This is an optimization exercise on Yosys and OpenROAD, whose aim is small area, a short achievable clock period and few clock cycles, not a production implementation. Function was checked by simulation only, so behaviour that the tests miss may differ from the original. Power and IR drop assume default switching activity.

[design.v]
module dither_core (
    input  wire        clk,
    input  wire        rst,             
    input  wire        start,
    input  wire [1:0]  cfg_mode,        
    input  wire        cfg_invert,
    input  wire        cfg_frame,
    input  wire        cfg_pack,        
    input  wire [7:0]  cfg_threshold,
    input  wire [15:0] cfg_width,
    input  wire [15:0] cfg_height,
    output reg         busy,
    output reg         done,
    output reg         error,
    input  wire        in_valid,
    output reg         in_ready,
    input  wire [15:0] in_data,
    output reg         out_valid,
    input  wire        out_ready,
    output reg  [7:0]  out_data,
    output reg         out_last
);
    localparam [15:0] FULL = 16'd65280;
    localparam        RW   = 28;           
    localparam        NV   = 60;           
    reg        fs;           
    reg        atk;          
    reg        ord;          
    reg        pack;
    reg        invert;
    reg        frame;
    reg [7:0]  thr;
    reg [6:0]  wsrc;         
    reg [2:0]  wsel;         
    reg [15:0] height;
    wire [5:0] wm1 = {wsel, 3'b111};       
    reg        run;          
    reg        err_st;       
    reg        hdr_act;      
    reg [3:0]  hdr_idx;
    reg        trl_act;      
    reg [2:0]  trl_idx;
    reg        pend_full;    
    reg [7:0]  pend_data;
    reg        pend_last;
    reg [5:0]  x;            
    reg [5:0]  p;            
    reg [15:0] rl;           
    reg        row0, row1;   
    reg [2:0]  ym;           
    reg        vq;           
    reg [15:0] dq;
    reg [6:0]  bits;
    wire start_ok = start && !busy && !rst;
    wire geom_bad = (cfg_width == 16'd0) || (cfg_width > 16'd64) || (cfg_height == 16'd0);
    wire al      = (p == x);
    wire be      = (x[2:0] == 3'd7);
    wire lastcol = (x == wm1);
    wire real_px = ({1'b0, x} < wsrc);
    wire lastrow = (rl == 16'd1);
    wire proc    = run && al && (real_px ? vq : (!be || !pend_full));
    wire [5:0] x_inc = lastcol ? 6'd0 : x + 6'd1;
    wire [5:0] p_inc = (p == wm1 || p == 6'd63) ? 6'd0 : p + 6'd1;
    wire [5:0] x1    = proc ? x_inc : x;
    wire       rowst = proc && lastcol;           
    wire       run1  = run && !(rowst && lastrow);
    wire       row0_1 = rowst ? 1'b0 : row0;
    wire       row1_1 = rowst ? row0 : row1;
    wire [15:0] rl1  = rowst ? rl - 16'd1 : rl;
    wire       lastrow1 = (rl1 == 16'd1);
    wire out_free  = !out_valid || out_ready;
    wire pend_take = out_free && !hdr_act && pend_full;
    wire push      = proc && be;
    wire pend_full1 = push || (pend_full && !pend_take);
    wire [5:0] p1      = p_inc;
    wire       al1     = (p1 == x1);
    wire       be1     = (x1[2:0] == 3'd7);
    wire       lastcol1 = (x1 == wm1);
    wire       real1   = ({1'b0, x1} < wsrc);
    wire [5:0] x1_inc  = lastcol1 ? 6'd0 : x1 + 6'd1;
    wire [5:0] p1_inc  = (p1 == wm1) ? 6'd0 : p1 + 6'd1;
    wire       runA    = run1 && !(lastcol1 && lastrow1);
    wire       rdyA    = runA && ({1'b0, x1_inc} < wsrc) && (x1_inc[2:0] != 3'd7 || !pend_full1);
    wire       rdyB    = run1 && (p1_inc == x1) && real1 && (!be1 || !pend_full1);
    wire       padproc1 = run1 && al1 && !real1 && (!be1 || !pend_full1);
    wire       realgo1  = run1 && al1 && real1;
    wire       vq1      = in_valid && in_ready;
    wire       in_ready_nx = realgo1 ? (vq1 ? rdyA : rdyB) : (padproc1 ? rdyA : rdyB);
    reg  [RW-1:0] vr [0:NV-1];
    reg  [RW-1:0] e1, e2, e3, e4;
    reg  [RW-1:0] tap;
    always @(*) begin
        case (wsel)
            3'd0: tap = vr[3];
            3'd1: tap = vr[11];
            3'd2: tap = vr[19];
            3'd3: tap = vr[27];
            3'd4: tap = vr[35];
            3'd5: tap = vr[43];
            3'd6: tap = vr[51];
            default: tap = vr[59];
        endcase
    end
    reg signed [18:0] vreg;      
    reg               wreg;      
    reg               creg;      
    reg signed [13:0] aprev;     
    reg               first;     
    reg               second;    
    reg signed [16:0] creg_c;    
    reg               wb;        
    reg               wb_x0;     
    reg signed [15:0] pa;        
    reg signed [12:0] pb;        
    wire signed [13:0] a_cur = (vreg >>> 3) - (wreg ? 14'sd8160 : 14'sd0) + $signed({13'd0, creg});
    wire signed [19:0] v3   = vreg * 3;
    wire signed [19:0] v5   = vreg * 5;
    wire signed [12:0] t1   = (vreg >>> 4) - (wreg ? 13'sd4080 : 13'sd0) + $signed({12'd0, creg});
    wire signed [14:0] t3   = (v3 >>> 4)   - (wreg ? 15'sd12240 : 15'sd0) + $signed({14'd0, creg});
    wire signed [15:0] t5   = (v5 >>> 4)   - (wreg ? 16'sd20400 : 16'sd0) + $signed({15'd0, creg});
    wire signed [16:0] pa_x  = {pa[15], pa};
    wire signed [16:0] fs_fin = wb_x0 ? pa_x : pa_x + t3;
    wire signed [13:0] a_l  = proc ? e3[13:0] : e3[27:14];    
    wire signed [13:0] a_c  = e2[13:0];                       
    wire signed [13:0] a_r  = e1[13:0];                       
    wire signed [13:0] a_d  = e2[27:14];                      
    wire signed [15:0] atk_c = ((row0_1 || x1 == 6'd0) ? 16'sd0 : a_l)
                             + (row0_1 ? 16'sd0 : a_c)
                             + ((row0_1 || lastcol1) ? 16'sd0 : a_r)
                             + ((row0_1 || row1_1) ? 16'sd0 : a_d);
    wire signed [16:0] c_nx = atk ? {atk_c[15], atk_c} : (row0_1 ? 17'sd0 : e2[16:0]);
    wire        dq_big = (dq[15:8] == 8'hFF) && (dq[7:0] != 8'd0);
    wire [15:0] fval   = (!real_px || dq_big) ? FULL : dq;
    wire signed [21:0] v8    = {vreg, 3'b000};
    wire signed [21:0] v7    = v8 - vreg;
    wire signed [17:0] q7    = v7 >>> 4;
    wire signed [18:0] q7x   = {q7[17], q7};
    wire signed [18:0] rbase = fs ? q7x : (vreg >>> 3);
    wire signed [18:0] rk    = wreg ? (fs ? -19'sd28560 : -19'sd8160) : 19'sd0;
    wire signed [18:0] r1    = first ? 19'sd0 : rbase + rk + $signed({18'd0, creg});
    wire signed [18:0] r2    = (atk && !first && !second) ? {{5{aprev[13]}}, aprev} : 19'sd0;
    wire signed [18:0] v     = $signed({3'b000, fval}) + creg_c + r1 + r2;
    wire signed [18:0] tt    = $signed({3'b000, thr, 8'd0});
    wire        d_black = (v < tt);
    wire        e_neg   = d_black ? v[18] : (v < $signed({3'b000, FULL}));
    wire        c_nx_bit = e_neg && (fs ? (v[3:0] != 4'd0) : (v[2:0] != 3'd0));
    wire [7:0]  fh    = fval[15:8];
    wire [5:0]  bm    = {x[0] ^ ym[0], ym[0], x[1] ^ ym[1], ym[1], x[2] ^ ym[2], ym[2]};
    wire        o_black = ({2'b00, fh} + 10'd126) < ({2'b00, bm, 2'b00} + {2'b00, thr});
    wire        n_black = (fh < thr);
    wire        p_black = real_px && (dq != 16'd0);
    wire        black   = pack ? p_black : (fs || atk) ? d_black : ord ? o_black : n_black;
    wire        pix_bit = pack ? black : (black ^ invert);
    reg [7:0] hdr_byte;
    always @(*) begin
        case (hdr_idx)
            4'd0:  hdr_byte = 8'h1B;
            4'd1:  hdr_byte = 8'h40;
            4'd2:  hdr_byte = 8'h1B;
            4'd3:  hdr_byte = 8'h61;
            4'd4:  hdr_byte = 8'h01;
            4'd5:  hdr_byte = 8'h1D;
            4'd6:  hdr_byte = 8'h76;
            4'd7:  hdr_byte = 8'h30;
            4'd8:  hdr_byte = 8'h00;
            4'd9:  hdr_byte = {4'b0, wsel + 4'd1};
            4'd10: hdr_byte = 8'h00;
            4'd11: hdr_byte = height[7:0];
            default: hdr_byte = height[15:8];
        endcase
    end
    reg [7:0] trl_byte;
    always @(*) begin
        case (trl_idx)
            3'd0, 3'd3: trl_byte = 8'h1B;
            3'd1, 3'd4: trl_byte = 8'h64;
            default:    trl_byte = 8'h02;
        endcase
    end
    wire [2:0] cfg_wsel = cfg_width[6:3] - {3'b0, cfg_width[2:0] == 3'd0};
    integer i;
    always @(posedge clk) begin
        if (wb && atk)
            vr[0] <= {e4[13:0], a_cur};
        else
            vr[0] <= e4;
        if (wb && fs)
            vr[1] <= {{(RW-17){fs_fin[16]}}, fs_fin};
        else
            vr[1] <= vr[0];
        for (i = 2; i < NV; i = i + 1)
            vr[i] <= vr[i-1];
        e1 <= tap;
        e2 <= e1;
        e3 <= e2;
        e4 <= e3;
        creg_c <= c_nx;
        dq     <= in_data;
        if (proc) begin
            vreg  <= v;
            wreg  <= !d_black;
            creg  <= c_nx_bit;
            aprev <= first ? 14'sd0 : a_cur;
            first <= lastcol;
            second <= first;
            if (be)
                pend_data <= {bits, pix_bit};
            else
                bits <= {bits[5:0], pix_bit};
            if (be)
                pend_last <= lastcol && lastrow && !frame;
        end
        wb    <= proc;
        wb_x0 <= proc && first;
        if (wb) begin
            pa <= (wb_x0 ? 16'sd0 : $signed({{3{pb[12]}}, pb})) + t5;
            pb <= t1;
        end
        if (start_ok) begin
            first  <= 1'b1;
            second <= 1'b0;
        end
    end
    always @(posedge clk) begin
        if (rst) begin
            busy      <= 1'b0;
            done      <= 1'b0;
            error     <= 1'b0;
            in_ready  <= 1'b0;
            out_valid <= 1'b0;
            out_last  <= 1'b0;
            run       <= 1'b0;
            err_st    <= 1'b0;
            hdr_act   <= 1'b0;
            trl_act   <= 1'b0;
            pend_full <= 1'b0;
            vq        <= 1'b0;
        end else begin
            done  <= 1'b0;
            error <= 1'b0;
            vq    <= in_valid && in_ready;
            if (start_ok) begin
                fs      <= !cfg_pack && cfg_mode == 2'd0;
                atk     <= !cfg_pack && cfg_mode == 2'd1;
                ord     <= cfg_mode == 2'd2;
                pack    <= cfg_pack;
                invert  <= cfg_invert;
                frame   <= cfg_frame;
                thr     <= cfg_threshold;
                wsrc    <= cfg_width[6:0];
                wsel    <= cfg_wsel;
                height  <= cfg_height;
                rl      <= cfg_height;
                x       <= 6'd0;
                p       <= 6'd63;
                row0    <= 1'b1;
                row1    <= 1'b0;
                ym      <= 3'd0;
                hdr_idx <= 4'd0;
                trl_idx <= 3'd0;
                busy    <= 1'b1;
                if (geom_bad) begin
                    err_st   <= 1'b1;
                    in_ready <= 1'b0;
                end else begin
                    run      <= 1'b1;
                    hdr_act  <= cfg_frame;
                    in_ready <= 1'b1;
                end
            end else begin
                in_ready <= in_ready_nx;
                x  <= x1;
                p  <= p_inc;
                rl <= rl1;
                row0 <= row0_1;
                row1 <= row1_1;
                if (rowst)
                    ym <= ym + 3'd1;
                run <= run1;
                if (rowst && lastrow)
                    trl_act <= frame;
                if (err_st) begin
                    err_st <= 1'b0;
                    busy   <= 1'b0;
                    done   <= 1'b1;
                    error  <= 1'b1;
                end
                pend_full <= pend_full1;
                if (out_free) begin
                    if (hdr_act) begin
                        out_valid <= 1'b1;
                        out_data  <= hdr_byte;
                        out_last  <= 1'b0;
                        hdr_idx   <= hdr_idx + 4'd1;
                        if (hdr_idx == 4'd12)
                            hdr_act <= 1'b0;
                    end else if (pend_full) begin
                        out_valid <= 1'b1;
                        out_data  <= pend_data;
                        out_last  <= pend_last;
                    end else if (trl_act && !run) begin
                        out_valid <= 1'b1;
                        out_data  <= trl_byte;
                        out_last  <= (trl_idx == 3'd5);
                        trl_idx   <= trl_idx + 3'd1;
                        if (trl_idx == 3'd5)
                            trl_act <= 1'b0;
                    end else begin
                        out_valid <= 1'b0;
                        if (busy && !run && !err_st && !trl_act && !hdr_act) begin
                            busy <= 1'b0;
                            done <= 1'b1;
                        end
                    end
                end
            end
        end
    end
endmodule
[run.sh]
#!/bin/bash
# synth_recipe.tcl (not shown) runs the flow's synth.tcl, then flattens the netlist and writes it again
# the make line also repeats each setting of config.mk as NAME=value (left out here)
make -C /OpenROAD-flow-scripts/flow DESIGN_CONFIG=/design/flow/config.mk WORK_HOME=/design/flow/orfs CLKGATE_MAP_FILE= SYNTH_SCRIPT=/design/flow/synth_recipe.tcl finish
[config.mk]
export PLATFORM = sky130hd
export DESIGN_NAME = dither_core
export DESIGN_NICKNAME = dither_core
export VERILOG_FILES = /design/flow/design.v
export SDC_FILE = /design/flow/constraint.sdc
export NUM_CORES = 8
export LEC_CHECK = 0
export CAP_MARGIN = 20
export CORE_MARGIN = 2
export CORE_UTILIZATION = 25
export PLACE_DENSITY = 0.4
export SLEW_MARGIN = 20
[constraint.sdc]
create_clock -name core_clock -period 24.0 [get_ports {clk}]
set_input_delay 4.8000 -clock core_clock [delete_from_list [all_inputs] [get_ports {clk}]]
set_output_delay 4.8000 -clock core_clock [all_outputs]
set_load 0.01 [all_outputs]
==> results.txt <==
sequential cells by signal (all words and copies together), names as in the netlist, 8 cells and up:
name       cells
vr          1680
e1            28
e2            28
e3            28
e4            28
vreg          19
creg_c        17
dq            16
height        16
pa            16
rl            16
aprev         14
pb            13
out_data       8
pend_data      8
thr            8
worst max-delay path by stage:
stage | from | to | slack, ns | depth (start not counted)
6_report | vreg[5] | bits[0] | 15.08 | 40
3_3_place_gp | vreg[5] | bits[0] | 15.34 | 40
3_5_place_dp | vreg[5] | bits[0] | 15.22 | 40
5_1_grt | vreg[5] | bits[0] | 14.36 | 40
4_1_cts | vreg[5] | bits[0] | 15.15 | 40
2_1_floorplan | rst | atk | 16.27 | 5
kinds of logic after synthesis:
kind of cell,count (synthesis),synth area share (%)
flops,2009,71.0
mux,63,1.12
buf+inv,334,2.15
simple gates,805,6.65
xor+xnor,193,2.86
fa+ha+maj,361,8.61
compound gates,681,7.63
cell usage after synthesis, types with 5 or more instances:
cell type / count
a211oi_1: 20
a41oi_1: 6
a31oi_1: 18
o2111ai_1: 8
a21o_1: 57
dfxtp_1: 1841
and2_1: 41
nor2b_1: 42
or3_1: 22
mux2i_1: 43
inv_1: 226
nand2_1: 233
o22ai_1: 9
fa_1: 75
nand2b_1: 33
mux2_2: 19
nand3_1: 50
o31ai_1: 9
ha_1: 286
and3_1: 15
nor2_1: 198
a2111oi_0: 5
clkbuf_1: 82
o21a_1: 26
xor2_1: 54
nand4_1: 17
a31o_2: 6
a21oi_1: 189
nor3_1: 62
edfxtp_1: 168
xnor2_1: 139
nor4b_1: 5
a222oi_1: 56
nor4_1: 22
or4_1: 8
buf_1: 16
nand3b_1: 9
buf_2: 6
o211ai_1: 17
a21boi_0: 14
o21bai_1: 28
or2_2: 24
o21ai_0: 159
area by class of cell:
| class | instances | area (sq um) | area share [%] |
|---|---|---|---|
| inverter | 227 | 853 | 1.21 |
| tap | 3150 | 3940 | 5.59 |
| timing repair buffer | 109 | 1020 | 1.44 |
| clock buffer | 276 | 5550 | 7.87 |
| antenna | 11 | 27.5 | 0.0390 |
| multi-input combinational | 2103 | 15900 | 22.6 |
| sequential | 2009 | 41900 | 59.4 |
| clock inverter | 77 | 1280 | 1.82 |
stage by stage:
stage / cells / setup WS, ns / util, % / hold WS, ns
after global routing: 7956 / 14.36 / 30.0 / 0.272
after floorplan: 4446 / 16.27 / - / 0.310
after CTS: 7951 / 15.15 / 30.0 / 0.264
final: 7962 / 15.08 / 30.0 / 0.268
after detailed placement: 7598 / 15.22 / 27.1 / 0.312
after global placement: 7598 / 15.34 / 27.1 / 0.310
routing by layer:
layer / part of all wire, % / up-vias
met5: 0.010 / -
met4: 2.6 / 2
met3: 4.0 / 198
met2: 42 / 488
met1: 51 / 15013
li1: - / 15531
where the power goes:
group | leakage, uW | total, uW | internal [uW] | switching [uW]
registers | 0.0168 | 3760 | 3650 | 103
logic | 0.00835 | 364 | 143 | 221
clock network | 0.00331 | 3160 | 1850 | 1320
total | 0.0285 | 7280 | 5640 | 1640
==> impl_metrics.csv <==
group,metric,value,unit
run_status,status,"complete, no violations",
synthesis,synth_top_cell_by_area,"dfxtp_1",
route,first_pass_iters,5,
route,routed_wl,128000,um
pwr,max-vdd-ir-drop,63.5,uV
synthesis,syn_nets,4873,
cts,cts_hold_buf,0,
cts,cts_tree,"built",
finish,syn_to_final_growth,19.4,%
worst_setup_path,arrival,9.48,ns
route,drtIter0Drc,1835,
route,antenna_left,0,
synthesis,async_flop_share,0,%
pwr,power_density,103,mW/mm^2
sta,fmaxAchievable,0.112,GHz
die,core_area,0.235,sq mm
worst_setup_path,worstSetupStartpointType,"flip-flop",
grt,first_global_vias,31266,
die,dieArea,0.240,sq mm
die,initial_core_util,25.1,%
synthesis,synth_top_area_share,62.4,%
route,avgViaCountPerCell,3.92,
worst_setup_path,cp_top_family,"compound AO/OA/AOI/OAI gates",
sta,report.final.slew_viol_count,0,
grt,antenna_found_initial,8,
cts,htreeDepth,4,
synthesis,synth.distinct_cells,91,
worst_setup_path,crit_buf_inv,3,
worst_setup_path,worstSetupEndpointType,"flip-flop",
worst_setup_path,regToRegSetupSlack,15.08,ns
synthesis,synth-edff-count,168,
synthesis,synthTopCellsByArea,"dfxtp_1 62%, edfxtp_1 8.5%, ha_1 6.1%",
grt,grt_max_degree,67,
sta,maxSlewHeadroom,27.0,%
grt,grt_usage,10.7,%
cts,cts_setup_buffers,0,
synthesis,synth_ff_type,"dfxtp_1",
die,die_w,490,um
finish,fin_area,0.0705,sq mm
worst_setup_path,reg2reg_from,"vreg[5]",
placed_design,finalWeightedCongestion,0.819,
die,fp-row-count,178,
cts,cts-root-buf,"clkbuf_16",
die,fp.dieH,490,um
grt,grt_use_met2,15.7,%
sta,worst_pin_slew,1.09,ns
sta,finalSetupViolations,0,
pwr,p_total,7280,uW
worst_setup_path,crit_required,24.56,ns
worst_setup_path,r2r_end,"bits[0]",
route,route.detailed.wl_per_inst,16.1,um
cts,numClockSinks,2009,
finish,fillers,23615,
synthesis,ys_seq_area_share,71.0,%
grt,gr-total-overflow,0,
cts,clk_latency,0.83,ns
sta,timing.setup.tns,0,ns
worst_hold_path,hold_path_class,"flip-flop to flip-flop",
route,drc,0,
sta,rsz0062_at_grt,"false",
sta,skew,0.0585,ns
grt,grt_pass1_wl,194000,um
die,io_pins,80,
finish,layout_commonest_cell,"dfxtp_1",
worst_setup_path,reg2reg_depth,40,
finish,drive_gt1_share,8.69,%
worst_setup_path,critPathKind,"flip-flop to flip-flop",
worst_hold_path,whs_path_depth,0,
placed_design,port_buffers,79,
grt,met3_usage,2.23,%
cts,clkTransAtPathRegs,0.06,ns
cts,clk_path_buf_depth,3,
pwr,p_leak,0.0285,uW
run,cap_violations,0,
route,num_vias,31232,
sta,min_period,8.92,ns
sta,hold_violations,0,
synthesis,yosysWarnings,2,
placed_design,hpwl,85100,um
finish,final_nets,5068,
cts,cts_buffers,191,
finish,mostFrequentLayoutCells,"1,841 x dfxtp_1, 282 x ha_1, 233 x nand2_1, 225 x inv_1, 198 x nor2_1",
grt,grtUsageMet1,15.3,%
cts,post_cts_resized,0,
synthesis,ys_seq_elements,2009,
worst_setup_path,crit_path_max_incr_delay,0.62,ns
synthesis,avgSynthCellArea,13.3,sq um
grt,top_usage_layer,"met2",
worst_hold_path,holdPathEnd,"vr[8][1]",
worst_hold_path,min-delay-start,"vr[7][1]",
worst_setup_path,worstPathMaxFanout,11,
sta,fin_crit_sh,37.1,%
synthesis,syn-instance-count,4446,
placed_design,placed_cell_area,0.0636,sq mm
synthesis,syn_area,0.0590,sq mm
worst_setup_path,cpMaxStageDelayCell,"edfxtp_1",
Testbench counts, summed over its fixed seeds: cycles 111,596.

what the ideal ports hide:
The results above use ideal ports. As a check the final layout listed here was re-extracted and re-timed, cells and wires unchanged.
Step 1: set_driving_cell puts a clkbuf_16 on clk and a buf_2 on each other input, an assumption about the parent block.
Step 2 adds t to the input delays and takes it off the output delays; t is the mean of the earliest and latest rising clock arrival at the registers after step 1. Input paths then give back, and output paths get back, about the clock's delay inside the block.
Three values: ideal, step 1, step 2; two values: the first two.
t (ns): 0.893
setup WS [ns]: 15.085 / 15.085 / 15.085
worst data-port slew with drivers (ns): 0.06
After both steps setup and hold are still met in this run. For this run, drivers alone change the setup slack by 0.000 ns; drivers and shift together by 0.000 ns.
